This design comes from an exercise in tuning for small area, a short achievable clock period and few clock cycles on the open sky130 flow, not from production work. The RTL was checked by simulation tests, not by an equivalence proof against the original design. Power figures rest on the tool's default switching activity, not on a simulated workload.

## gamma
Design wbext_framer, start of the top module:
module wbext_framer (
    input  wire        clk,
    input  wire        rst,         
    input  wire        cmd_valid,
    output wire        cmd_ready,
    input  wire [31:0] cmd,
    output reg         resp_valid,
    output reg  [31:0] resp
);
Size in the first run: about 3800 cells after synthesis, about 69 I/O pins.
export LEC_CHECK = 0
export CAP_MARGIN = 20
export CORE_MARGIN = 2
export CORE_UTILIZATION = 55
export SLEW_MARGIN = 20
create_clock -name core_clock -period 12.0 [get_ports {clk}]
standard.sh (not shown) runs the stock make flow with config.mk's settings and CLKGATE_MAP_FILE= SYNTH_SCRIPT=/design/flow/synth_recipe.tcl, a recipe that flattens the netlist after the stock synthesis.
==> flow/flow/run.sh <==
#!/bin/bash
# Standard ORFS layout (the standard.sh, standard synthesis unchanged) with:
#  - CTS arguments from flow/cts_args.txt (no dummy loads, sink clustering);
#  - port buffers of the smallest buffer cell (repair resizes them as needed).
# The full make output goes to flow_make.log; ORFS keeps per-step logs in orfs/logs.
set -euo pipefail
MARGIN=$(cat flow/margin.txt)
CTS="$(cat flow/cts_args.txt)"
bash standard.sh "SETUP_SLACK_MARGIN=$MARGIN" "CTS_ARGS=$CTS" \
  "BUFFER_PORTS_ARGS=-buffer_cell sky130_fd_sc_hd__buf_1" finish > flow_make.log 2>&1
==> flow/flow/cts_args.txt <==
-sink_clustering_enable -repair_clock_nets -dont_use_dummy_load -sink_clustering_size 28 -sink_clustering_max_diameter 80
==> flow/flow/margin.txt <==
8.8
Testbench counts of gamma, summed over its fixed seeds: cycles 16,056.
Changes in beta relative to gamma:
==> flow/flow/run.sh <==
#!/bin/bash
# Standard ORFS layout (the standard.sh, standard synthesis unchanged) with:
#  - CTS without dummy loads.
# The full make output goes to flow_make.log; ORFS keeps per-step logs in orfs/logs.
set -euo pipefail
MARGIN=$(cat flow/margin.txt)
CTS="$(cat flow/cts_args.txt)"
bash standard.sh "SETUP_SLACK_MARGIN=$MARGIN" "CTS_ARGS=$CTS" finish > flow_make.log 2>&1
==> flow/flow/cts_args.txt <==
-sink_clustering_enable -repair_clock_nets -dont_use_dummy_load -sink_clustering_size 24 -sink_clustering_max_diameter 100
==> run summary <==
Delta(fraction of cell area in non-clock buffers, beta - gamma) > 0
Clock period minus worst slack: beta > gamma
| non-clock buffer instance count of the final layout | beta vs gamma | 0.75% lower |
Fmax, gamma and beta: larger value in gamma
The global-route wire length before repair of beta is lower than that of gamma.
After detailed routing, gamma needs more wire than beta.

========
run a:
Starting RTL as in the previous note.
clock: 12.0 ns
lec_check: 0
cap_margin: 20
core_margin: 2
core_utilization: 55
slew_margin: 20
==> flow/flow/run.sh <==
#!/bin/bash
# Standard ORFS layout (the standard.sh, standard synthesis unchanged) with:
#  - CTS arguments from flow/cts_args.txt (no dummy loads, sink clustering);
#  - port buffers of the smallest buffer cell (repair resizes them as needed).
# The full make output goes to flow_make.log; ORFS keeps per-step logs in orfs/logs.
set -euo pipefail
MARGIN=$(cat flow/margin.txt)
CTS="$(cat flow/cts_args.txt)"
bash standard.sh "SETUP_SLACK_MARGIN=$MARGIN" "CTS_ARGS=$CTS" \
  "BUFFER_PORTS_ARGS=-buffer_cell sky130_fd_sc_hd__buf_1" finish > flow_make.log 2>&1
==> flow/flow/cts_args.txt <==
-sink_clustering_enable -repair_clock_nets -dont_use_dummy_load -sink_clustering_size 24 -sink_clustering_max_diameter 100
==> flow/flow/margin.txt <==
8.5
Testbench counts of run a, summed over its fixed seeds: cycles 16,056.
Inputs modified between run a and run b:
==> flow/flow/run.sh <==
#!/bin/bash
# Standard ORFS layout (the standard.sh, standard synthesis unchanged) with:
#  - CTS without dummy loads.
# The full make output goes to flow_make.log; ORFS keeps per-step logs in orfs/logs.
set -euo pipefail
MARGIN=$(cat flow/margin.txt)
CTS="$(cat flow/cts_args.txt)"
bash standard.sh "SETUP_SLACK_MARGIN=$MARGIN" "CTS_ARGS=$CTS" finish > flow_make.log 2>&1
Notes after the runs:
On proportion of cell area occupied by multi-input gates, run b and run a are basically level. Run b finished every stage and its layout cleared the timing, design-rule and antenna checks. Power density normalized to cell area of run b falls short of that of run a slightly. Number of buffers inserted to repair setup after CTS on run b is up relative to run a. On final period utilization, the higher figure sits with run b, not run a. Run a -> run b: post-detailed-route via-to-cell ratio increased slightly. Run b: sequential share of layout area 0.45 points below run a. Net switching component of the power delta (run a -> run b): insignificant. Compared to run a, run b has met1 track demand over resource 0.85 points higher. Worst hold slack of run a is on par with run b.

-- afterwards: timing with drivers on the ports --
How much do the figures lean on ideal ports? The routed layouts below were timed once more, with nothing changed but the port constraints.
Step 1, drivers: a clkbuf_16 drives clk and a buf_2 each remaining input, both assumed.
Step 2 times the ports against the registers' clock, not the clock port: input delays grow and output delays shrink by t, the midpoint of the rising clock arrivals with the driver on.
Three values: no drivers, after step 1, after step 2; two values: the first two.
| run | shift t [ns] | setup slack, ns | worst setup path at the end | worst data-port slew with drivers (ns) | pins driven straight from the clock port |
|---|---|---|---|---|---|
| gamma | 0.737 | 8.382 / 8.310 / 8.449 | input to register | 0.04 | 1 |
| beta | 0.743 | 8.345 / 8.275 / 8.245 | input to register | 0.05 | 1 |
| run a | 0.753 | 8.374 / 8.305 / 8.557 | input to register | 0.04 | 1 |
| run b | 0.742 | 8.342 / 8.273 / 8.276 | input to register | 0.04 | 1 |
After both steps every run listed still meets setup and hold. The setup slack of beta, which loses most, moves by -0.070 ns with the drivers and by -0.100 ns with both steps.
